What follows belongs to an exercise in optimizing a design on an open flow for small area; a production flow would make more cautious choices. Only simulation tests tie the RTL to the original design; equivalence was not proved. Power is estimated from default activity; no workload was simulated.

==> design.v <==
module crsf_core (
    input  wire         clk,
    input  wire         rst,
    input  wire [1:0]   verb_in,
    input  wire         mirror_en_in,
    input  wire         rx_valid,
    output wire         rx_ready,
    input  wire [7:0]   rx_data,
    input  wire         rx_eos,
    output wire         mir_valid,
    input  wire         mir_ready,
    output wire [7:0]   mir_data,
    output wire         rep_valid,
    input  wire         rep_ready,
    output wire [4:0]   rep_kind,
    output wire         rep_detail,
    output wire [15:0]  bat_voltage_dV,
    output wire [15:0]  bat_current_dA,
    output wire [15:0]  bat_consumed_mAh,
    output wire [7:0]   bat_remaining_pct,
    output wire [8:0]   lnk_txRSSI1,
    output wire [8:0]   lnk_txRSSI2,
    output wire [7:0]   lnk_txLQ,
    output wire [7:0]   lnk_txSNR,
    output wire [7:0]   lnk_activeAntenna,
    output wire [7:0]   lnk_rfMode,
    output wire [10:0]  lnk_txPower_mW,
    output wire [8:0]   lnk_rxRSSI,
    output wire [7:0]   lnk_rxLQ,
    output wire [7:0]   lnk_rxSNR,
    output wire [8:0]   lnk_activeRSSI,
    output wire [13:0]  att_pitch_e4rad,
    output wire [13:0]  att_roll_e4rad,
    output wire [13:0]  att_yaw_e4rad,
    output wire [31:0]  syn_rate_dus,
    output wire [31:0]  syn_lag_dus,
    output wire [5:0]   fm_len,
    output wire [479:0] fm_text,
    output wire [7:0]   unk_type,
    output wire [7:0]   noise_byte,
    output wire [7:0]   bad_len,
    output wire [5:0]   raw_len,
    output wire [495:0] raw_bytes,
    output wire [7:0]   mm_type,
    output wire [5:0]   mm_dlen,
    output wire [4:0]   mm_expected,
    output wire [2:0]   nd_fields,
    output wire [1:0]   st_out,
    output wire [1:0]   eos_at_out
);
    localparam [1:0] SEEK  = 2'd0;
    localparam [1:0] RDLEN = 2'd1;
    localparam [1:0] RDPAY = 2'd2;
    localparam [1:0] DONE  = 2'd3;
    localparam [4:0] K_BATTERY     = 5'h01;
    localparam [4:0] K_LINK_STATS  = 5'h02;
    localparam [4:0] K_ATTITUDE    = 5'h03;
    localparam [4:0] K_RADIO_SYNC  = 5'h04;
    localparam [4:0] K_FLIGHT_MODE = 5'h05;
    localparam [4:0] K_GPS_SEEN    = 5'h06;
    localparam [4:0] K_VARIO_SEEN  = 5'h07;
    localparam [4:0] K_UNKNOWN     = 5'h08;
    localparam [4:0] K_NOISE       = 5'h10;
    localparam [4:0] K_OVERSIZE    = 5'h11;
    localparam [4:0] K_EMPTY       = 5'h12;
    localparam [4:0] K_RAW         = 5'h18;
    localparam [4:0] K_LEN_MISMATCH= 5'h19;
    localparam [4:0] K_ATT_NONDEC  = 5'h1A;
    localparam [7:0] MARKER   = 8'hEA;
    localparam [5:0] MAXLEN   = 6'd62;
    reg  [1:0]  st;
    reg  [5:0]  len;
    reg  [5:0]  cnt;
    reg  [7:0]  buf_q [0:61];
    reg  [1:0]  eos_at;
    reg  [1:0]  verb;
    reg         mir_en;
    reg  [5:0]  fm_cnt;
    reg  [7:0]  fm_q [0:59];
    reg         mir_pend;      
    reg         ev_pend;       
    reg  [4:0]  ev_kind;
    reg         raw_pend;      
    reg         disp_pend;     
    reg  [7:0]  tok_byte;      
    wire [7:0] typ  = buf_q[0];
    wire [5:0] dlen = (len >= 6'd2) ? (len - 6'd2) : 6'd0;
    function [13:0] bcd4;
        input [7:0] hi;
        input [7:0] lo;
        begin
            bcd4 = hi[7:4] * 14'd1000 + hi[3:0] * 14'd100 + lo[7:4] * 14'd10 + {10'd0, lo[3:0]};
        end
    endfunction
    function is_dec;
        input [7:0] hi;
        input [7:0] lo;
        begin
            is_dec = (hi[7:4] <= 4'd9) && (hi[3:0] <= 4'd9) &&
                     (lo[7:4] <= 4'd9) && (lo[3:0] <= 4'd9);
        end
    endfunction
    function [8:0] neg9;
        input [7:0] b;
        begin
            neg9 = 9'd0 - {1'b0, b};
        end
    endfunction
    function [10:0] pwr;
        input [7:0] p;
        begin
            case (p)
                8'd0: pwr = 11'd0;
                8'd1: pwr = 11'd10;
                8'd2: pwr = 11'd25;
                8'd3: pwr = 11'd100;
                8'd4: pwr = 11'd500;
                8'd5: pwr = 11'd1000;
                8'd6: pwr = 11'd2000;
                8'd7: pwr = 11'd250;
                8'd8: pwr = 11'd50;
                default: pwr = {3'd0, p};
            endcase
        end
    endfunction
    wire ok_pitch = is_dec(buf_q[1], buf_q[2]);
    wire ok_roll  = is_dec(buf_q[3], buf_q[4]);
    wire ok_yaw   = is_dec(buf_q[5], buf_q[6]);
    wire sync_ok  = (buf_q[1] == MARKER) && (buf_q[3] == 8'h10);
    reg  [4:0] out_kind;
    reg        out_exists;
    reg        out_diag;         
    reg  [4:0] out_expected;
    always @(*) begin
        out_kind     = K_UNKNOWN;
        out_exists   = 1'b1;
        out_diag     = 1'b0;
        out_expected = 5'd0;
        case (typ)
            8'd8: begin
                out_expected = 5'd8;
                if (dlen == 6'd8) out_kind = K_BATTERY;
                else begin out_kind = K_LEN_MISMATCH; out_diag = 1'b1; end
            end
            8'd20: begin
                out_expected = 5'd10;
                if (dlen == 6'd10) out_kind = K_LINK_STATS;
                else begin out_kind = K_LEN_MISMATCH; out_diag = 1'b1; end
            end
            8'd30: begin
                out_expected = 5'd6;
                if (dlen == 6'd6) begin
                    if (ok_pitch && ok_roll && ok_yaw) out_kind = K_ATTITUDE;
                    else begin out_kind = K_ATT_NONDEC; out_diag = 1'b1; end
                end else begin
                    out_kind = K_LEN_MISMATCH; out_diag = 1'b1;
                end
            end
            8'd58: begin
                out_expected = 5'd11;
                if (dlen == 6'd11) begin
                    out_kind   = K_RADIO_SYNC;
                    out_exists = sync_ok;
                end else begin
                    out_kind = K_LEN_MISMATCH; out_diag = 1'b1;
                end
            end
            8'd33: out_kind = K_FLIGHT_MODE;
            8'd2:  out_kind = K_GPS_SEEN;
            8'd7:  out_kind = K_VARIO_SEEN;
            default: out_kind = K_UNKNOWN;
        endcase
    end
    wire out_shown = out_exists && (verb != 2'd0) && (!out_diag || verb == 2'd3);
    wire busy = mir_pend | ev_pend | raw_pend | disp_pend;
    assign rx_ready  = !rst && (st != DONE) && !busy;
    assign mir_valid = !rst && mir_pend;
    assign mir_data  = tok_byte;
    wire raw_sel  = !mir_pend && raw_pend;
    wire disp_sel = !mir_pend && !raw_pend && disp_pend;
    wire ev_sel   = !mir_pend && ev_pend;
    assign rep_valid = !rst && (raw_sel || (disp_sel && out_shown) || ev_sel);
    assign rep_kind  = !rep_valid ? 5'd0 :
                       raw_sel    ? K_RAW :
                       disp_sel   ? out_kind : ev_kind;
    assign rep_detail = rep_valid && verb[1];
    wire rx_fire  = rx_valid && rx_ready;
    wire mir_fire = mir_valid && mir_ready;
    wire rep_fire = rep_valid && rep_ready;
    wire is_marker = (rx_data == MARKER);
    wire is_print  = (rx_data >= 8'h20) && (rx_data <= 8'h7E);
    wire last_byte = (cnt + 6'd1 == len);
    integer i;
    always @(posedge clk) begin
        if (rst) begin
            st        <= SEEK;
            len       <= 6'd0;
            cnt       <= 6'd0;
            eos_at    <= 2'd0;
            verb      <= verb_in;
            mir_en    <= mirror_en_in;
            mir_pend  <= 1'b0;
            ev_pend   <= 1'b0;
            ev_kind   <= 5'd0;
            raw_pend  <= 1'b0;
            disp_pend <= 1'b0;
            tok_byte  <= 8'd0;
            fm_cnt    <= 6'd0;
        end else begin
            if (mir_fire)
                mir_pend <= 1'b0;
            if (rep_fire && ev_sel)
                ev_pend <= 1'b0;
            if (rep_fire && raw_sel)
                raw_pend <= 1'b0;
            if (disp_sel && (rep_fire || !out_shown))
                disp_pend <= 1'b0;
            if (rx_fire) begin
                tok_byte <= rx_data;
                if (rx_eos) begin
                    eos_at <= st;
                    st     <= DONE;
                end else begin
                    case (st)
                        SEEK: begin
                            if (is_marker) begin
                                mir_pend <= mir_en;
                                st       <= RDLEN;
                            end else begin
                                ev_pend <= (verb != 2'd0);
                                ev_kind <= K_NOISE;
                            end
                        end
                        RDLEN: begin
                            mir_pend <= mir_en;
                            if (rx_data > {2'b00, MAXLEN}) begin
                                ev_pend <= (verb != 2'd0);
                                ev_kind <= K_OVERSIZE;
                                st      <= SEEK;
                            end else if (rx_data == 8'd0) begin
                                ev_pend <= (verb != 2'd0);
                                ev_kind <= K_EMPTY;
                                st      <= SEEK;
                            end else begin
                                len    <= rx_data[5:0];
                                cnt    <= 6'd0;
                                fm_cnt <= 6'd0;
                                st     <= RDPAY;
                            end
                        end
                        RDPAY: begin
                            mir_pend <= mir_en;
                            if (last_byte) begin
                                raw_pend  <= (verb == 2'd3);
                                disp_pend <= 1'b1;
                                st        <= SEEK;
                            end else begin
                                cnt <= cnt + 6'd1;
                                if (cnt != 6'd0 && buf_q[0] == 8'd33 && is_print)
                                    fm_cnt <= fm_cnt + 6'd1;
                            end
                        end
                        default: ;
                    endcase
                end
            end
        end
    end
    always @(posedge clk) begin
        if (!rst && rx_fire && !rx_eos) begin
            if (st == RDPAY)
                buf_q[cnt] <= rx_data;
            if (st == RDPAY && !last_byte && cnt != 6'd0 && buf_q[0] == 8'd33 && is_print)
                fm_q[fm_cnt] <= rx_data;
        end
        if (!rst && rx_fire && !rx_eos && st == RDLEN && rx_data != 8'd0 &&
            rx_data <= {2'b00, MAXLEN}) begin
            for (i = 0; i < 60; i = i + 1)
                fm_q[i] <= 8'd0;
        end
    end
    wire show     = rep_valid && rep_detail;
    wire sel_bat  = show && rep_kind == K_BATTERY;
    wire sel_lnk  = show && rep_kind == K_LINK_STATS;
    wire sel_att  = show && rep_kind == K_ATTITUDE;
    wire sel_syn  = show && rep_kind == K_RADIO_SYNC;
    wire sel_fm   = show && rep_kind == K_FLIGHT_MODE;
    wire sel_unk  = show && rep_kind == K_UNKNOWN;
    wire sel_noi  = show && rep_kind == K_NOISE;
    wire sel_ovs  = show && rep_kind == K_OVERSIZE;
    wire sel_raw  = show && rep_kind == K_RAW;
    wire sel_mm   = show && rep_kind == K_LEN_MISMATCH;
    wire sel_nd   = show && rep_kind == K_ATT_NONDEC;
    assign bat_voltage_dV    = sel_bat ? {buf_q[1], buf_q[2]} : 16'd0;
    assign bat_current_dA    = sel_bat ? {buf_q[3], buf_q[4]} : 16'd0;
    assign bat_consumed_mAh  = sel_bat ? {buf_q[5], buf_q[6]} : 16'd0;
    assign bat_remaining_pct = sel_bat ? buf_q[8] : 8'd0;
    wire [8:0] r1 = neg9(buf_q[1]);
    wire [8:0] r2 = neg9(buf_q[2]);
    assign lnk_txRSSI1       = sel_lnk ? r1 : 9'd0;
    assign lnk_txRSSI2       = sel_lnk ? r2 : 9'd0;
    assign lnk_txLQ          = sel_lnk ? buf_q[3] : 8'd0;
    assign lnk_txSNR         = sel_lnk ? buf_q[4] : 8'd0;
    assign lnk_activeAntenna = sel_lnk ? buf_q[5] : 8'd0;
    assign lnk_rfMode        = sel_lnk ? buf_q[6] : 8'd0;
    assign lnk_txPower_mW    = sel_lnk ? pwr(buf_q[7]) : 11'd0;
    assign lnk_rxRSSI        = sel_lnk ? neg9(buf_q[8]) : 9'd0;
    assign lnk_rxLQ          = sel_lnk ? buf_q[9] : 8'd0;
    assign lnk_rxSNR         = sel_lnk ? buf_q[10] : 8'd0;
    assign lnk_activeRSSI    = sel_lnk ? ((buf_q[5] == 8'd1) ? r2 : r1) : 9'd0;
    assign att_pitch_e4rad   = sel_att ? bcd4(buf_q[1], buf_q[2]) : 14'd0;
    assign att_roll_e4rad    = sel_att ? bcd4(buf_q[3], buf_q[4]) : 14'd0;
    assign att_yaw_e4rad     = sel_att ? bcd4(buf_q[5], buf_q[6]) : 14'd0;
    assign syn_rate_dus      = sel_syn ? {buf_q[4], buf_q[5], buf_q[6], buf_q[7]}   : 32'd0;
    assign syn_lag_dus       = sel_syn ? {buf_q[8], buf_q[9], buf_q[10], buf_q[11]} : 32'd0;
    assign fm_len            = sel_fm ? fm_cnt : 6'd0;
    genvar g;
    generate
        for (g = 0; g < 60; g = g + 1) begin : g_fm
            assign fm_text[8*g +: 8] = sel_fm ? fm_q[g] : 8'd0;
        end
        for (g = 0; g < 62; g = g + 1) begin : g_raw
            assign raw_bytes[8*g +: 8] = (sel_raw && g < len) ? buf_q[g] : 8'd0;
        end
    endgenerate
    assign unk_type          = sel_unk ? typ : 8'd0;
    assign noise_byte        = sel_noi ? tok_byte : 8'd0;
    assign bad_len           = sel_ovs ? tok_byte : 8'd0;
    assign raw_len           = sel_raw ? len : 6'd0;
    assign mm_type           = sel_mm ? typ : 8'd0;
    assign mm_dlen           = sel_mm ? dlen : 6'd0;
    assign mm_expected       = sel_mm ? out_expected : 5'd0;
    assign nd_fields         = sel_nd ? {!ok_pitch, !ok_roll, !ok_yaw} : 3'd0;
    assign st_out            = st;
    assign eos_at_out        = eos_at;
endmodule
==> run.sh <==
#!/bin/bash
# synth_recipe.tcl (not shown) runs the flow's synth.tcl, then flattens the netlist and writes it again
# the make line also repeats each setting of config.mk as NAME=value (left out here)
make -C /OpenROAD-flow-scripts/flow DESIGN_CONFIG=/design/flow/config.mk WORK_HOME=/design/flow/orfs CLKGATE_MAP_FILE= SYNTH_SCRIPT=/design/flow/synth_recipe.tcl finish
==> config.mk <==
export PLATFORM = sky130hd
export DESIGN_NAME = crsf_core
export DESIGN_NICKNAME = crsf_core
export VERILOG_FILES = /design/flow/design.v
export SDC_FILE = /design/flow/constraint.sdc
export NUM_CORES = 4
export LEC_CHECK = 0
export CAP_MARGIN = 20
export CORE_AREA = 5 5 475 475
export DIE_AREA = 0 0 480 480
export PLACE_DENSITY = 0.5
export SLEW_MARGIN = 20
==> constraint.sdc <==
create_clock -name core_clock -period 15.0 [get_ports {clk}]
set_input_delay 3.0000 -clock core_clock [delete_from_list [all_inputs] [get_ports {clk}]]
set_output_delay 3.0000 -clock core_clock [all_outputs]
set_load 0.01 [all_outputs]
==> run summary <==
==> cell type report <==
class | instances | area, um^2 | share of cell area
multi-input combinational | 3813 | 23100 | 0.327
clock inverter | 60 | 785 | 0.0111
antenna | 7 | 17.5 | 0.000248
clock buffer | 162 | 3240 | 0.0458
tap | 2958 | 3700 | 0.0524
timing repair buffer | 1407 | 13900 | 0.197
sequential | 1016 | 25300 | 0.358
inverter | 164 | 616 | 0.00871
==> registers in the layout (all words and copies together), names as in the netlist <==
name,flops
disp_pend,1
verb,2
cnt,6
raw_pend,1
fm_cnt,6
st,2
ev_pend,1
mir_pend,1
mir_en,1
len,6
fm_q,480
tok_byte,8
ev_kind,3
buf_q,496
eos_at,2
==> critical path: stages, from the launching register on <==
cell and delay [ns]:
dfxtp_1 0.99, inv_1 0.31, ha_1 0.43, nand2_1 0.10
o32ai_4 0.40, nand4_2 0.30, a31oi_4 0.36, o211ai_2 0.28
a21bo_4 0.34, inv_2 0.35, nand2_4 0.52, buf_4 0.54
nor4_1 0.66, clkdlybuf4s50_1 0.67
==> through the flow <==
| step | hold slack, ns | total power, uW |
|---|---|---|
| floorplan | 0.410 | 3020 |
| finish | 0.434 | 6070 |
| detailed placement | 0.427 | 3120 |
| global route | 0.447 | 6260 |
| CTS | 0.438 | 6140 |
| global placement | 0.420 | 3120 |
==> cell families after synthesis <==
family,Yosys count,share of synthesized area
AOI/OAI and AO/OA,645,0.0712
xor gates and xnor gates,90,0.0157
adders and majority gates,238,0.0668
buffers and inverters,543,0.0435
DFF,1016,0.503
muxes,26,0.00519
other,1,0.0000745
and+or+nand+nor,2810,0.294
==> power breakdown <==
part           total [uW]  internal (uW)  switching (uW)
registers            2920           2910            6.64
logic                 139           22.6             116
clock network        3020           1730            1290
==> cells in the final DEF (no fill, tap or decap), types with 12 or more instances in the layout <==
| master | instances |
|---|---|
| xnor2_1 | 62 |
| clkbuf_16 | 119 |
| mux2i_1 | 25 |
| clkbuf_1 | 33 |
| buf_4 | 81 |
| and2_1 | 740 |
| a21oi_1 | 469 |
| nor3_1 | 203 |
| nand3_1 | 153 |
| ha_1 | 187 |
| and3_1 | 321 |
| clkdlybuf4s50_1 | 1315 |
| nor2_1 | 195 |
| nor3b_1 | 31 |
| nor2b_1 | 18 |
| nor4_1 | 78 |
| nor4_2 | 41 |
| a31oi_1 | 13 |
| or3_1 | 13 |
| clkinv_1 | 14 |
| edfxtp_1 | 499 |
| bufinv_16 | 12 |
| nand2_1 | 886 |
| o21ai_0 | 74 |
| fa_1 | 51 |
| xor2_1 | 28 |
| nand4_1 | 19 |
| dfxtp_1 | 514 |
| clkinv_2 | 17 |
| inv_1 | 161 |
| nand2b_1 | 18 |
| a21o_1 | 17 |
==> metal layers <==
metal / vias up / wire (um) / track usage
met5: - / 13 / 0
li1: 20600 / - / -
met4: 2 / 11400 / 0.0836
met2: 1902 / 122000 / 0.356
met1: 22800 / 112000 / 0.280
met3: 372 / 24000 / 0.0655
==> final timing paths <==
| path | from | to | slack, ns | depth (start not counted) |
|---|---|---|---|---|
| min reg2reg | fm_q[57][7] | fm_q[57][7] | 0.43 | 2 |
| max reg2reg | st[0] | fm_q[56][4] | 10.09 | 8 |
| min | fm_q[57][7] | fm_q[57][7] | 0.43 | 2 |
| max | len[2] | syn_rate_dus[21] | 4.79 | 13 |
==> results.toml <==
[place]
place_inst = 9358
dpl-instance-area_um2 = 66600
portBuffers = 1324
dp_hpwl_um = 200000
gp_congestion = 0.916
dp_slack_ns = 5.05

[floorplan]
start_util = 0.229
fp-row-count = 172
core_um2 = 220000
die_w_um = 480
die_area_um2 = 230000
die_h_um = 480
pin_count = 1329

[detailed_routing]
vias = 45600
remaining_drc_errors = 0
drt_first_pass_iters = 5
post_drt_via_cell_ratio = 4.76
drtAntennaViolNets = 0
wirelength_um = 269000
wl_per_cell_um = 28.0
drtIter0Drc = 4317

[clock_network]
cts_sinks = 1016
cts_buffer_depth = 3
htreeDepth = 3
cts_resized = 0
clk_transition_reported_paths_ns = 0.06
hold_buffers = 0
cts_buffers = 119
post_cts_buffers = 0
clk_latency_ns = 0.80
cts_tree = "built"
root_buffer = "clkbuf_16"

[sta]
period_share = 0.681
hold_viol = 0
finalSetupViolCount = 0
relSlewSlack = 0.283
fin_ws_ns = 4.79
tightest_slew_ns = 1.08
slew_viol_final = 0
grt_setup_unrepaired = "no"
clock_skew_ns = 0.0662
fin_crit_ns = 10.21
setup_tns_ns = 0
max_clock_freq_mhz = 97.9

[synth]
ys_seq_elements = 1016
synth_cell_types = 91
synth_common_cells = "888 x nand2_1, 743 x and2_1, 517 x dfxtp_1"
yosys_most_used_dff = "dfxtp_1"
yosysTopAreaCell = "edfxtp_1"
synth.top_cell.area_share = 0.298
syn-cell-area_um2 = 50300
yosys.cell_count.top_type = "nand2_1"
avgSynthCellArea_um2 = 9.38
synth_edf_count = 499
synthCells = 5369
ys_seq_area_frac = 0.503
ys_warn_count = 1
yosys-top-cells-area = "edfxtp_1 30%, dfxtp_1 21%, and2_1 9.2%"
synthArstFlopShare = 0

[layout]
syn2layout_area_growth_pct = 40.4
final_cells = 9587
drive_gt1_frac = 0.0583
num-nets-final = 6776
final.fill_count = 22700
final_area_um2 = 70700
final_core_util = 0.322

[setup_path]
cp.arrival_ns = 7.21
path_class = "reg -> out"
end_kind = "primary output"
cp_max_fo = 65
critPathLaunchType = "register"
required_ns = 12.00

[global_route]
grt.overflow.total = 0
grt_pass1_vias = 44700
grt_pass1_wl_um = 366000
grt_max_degree = 188
antenna_found_initial = 21
grt_usage = 0.221

[pwr]
leakagePower_uw = 0.0256
power_density_nw_per_um2 = 85.9
ir_drop_uv = 98.6

[outcome]
status = "timing/DRC/antenna clean"

[worst_hold_path]
hp-class = "reg -> reg"

[job]
drv_cap = 0

separate check: timing with driven ports:
The results above use ideal ports. As a check the final layout listed here was re-extracted and re-timed, cells and wires unchanged.
Step 1, drivers: a clkbuf_16 drives clk and a buf_2 each remaining input, both assumed.
Step 2, shift: input delay + t, output delay - t, t = (earliest + latest rising clock arrival at the registers) / 2. This alone moves slack from input paths to output paths.
a / b / c = no drivers / after step 1 / after step 2; a / b = the first two.
shift t [ns]: 0.834
setup WS [ns]: 4.790 / 4.718 / 4.935
hold slack, ns: 0.434 / 0.434 / 0.434
worst register clock-pin slew, ns: 0.07 / 0.07
pins driven straight from the clock port: 1
After both steps this run still meets setup and hold. The setup slack of this run moves by -0.072 ns with the drivers and by +0.145 ns with both steps.
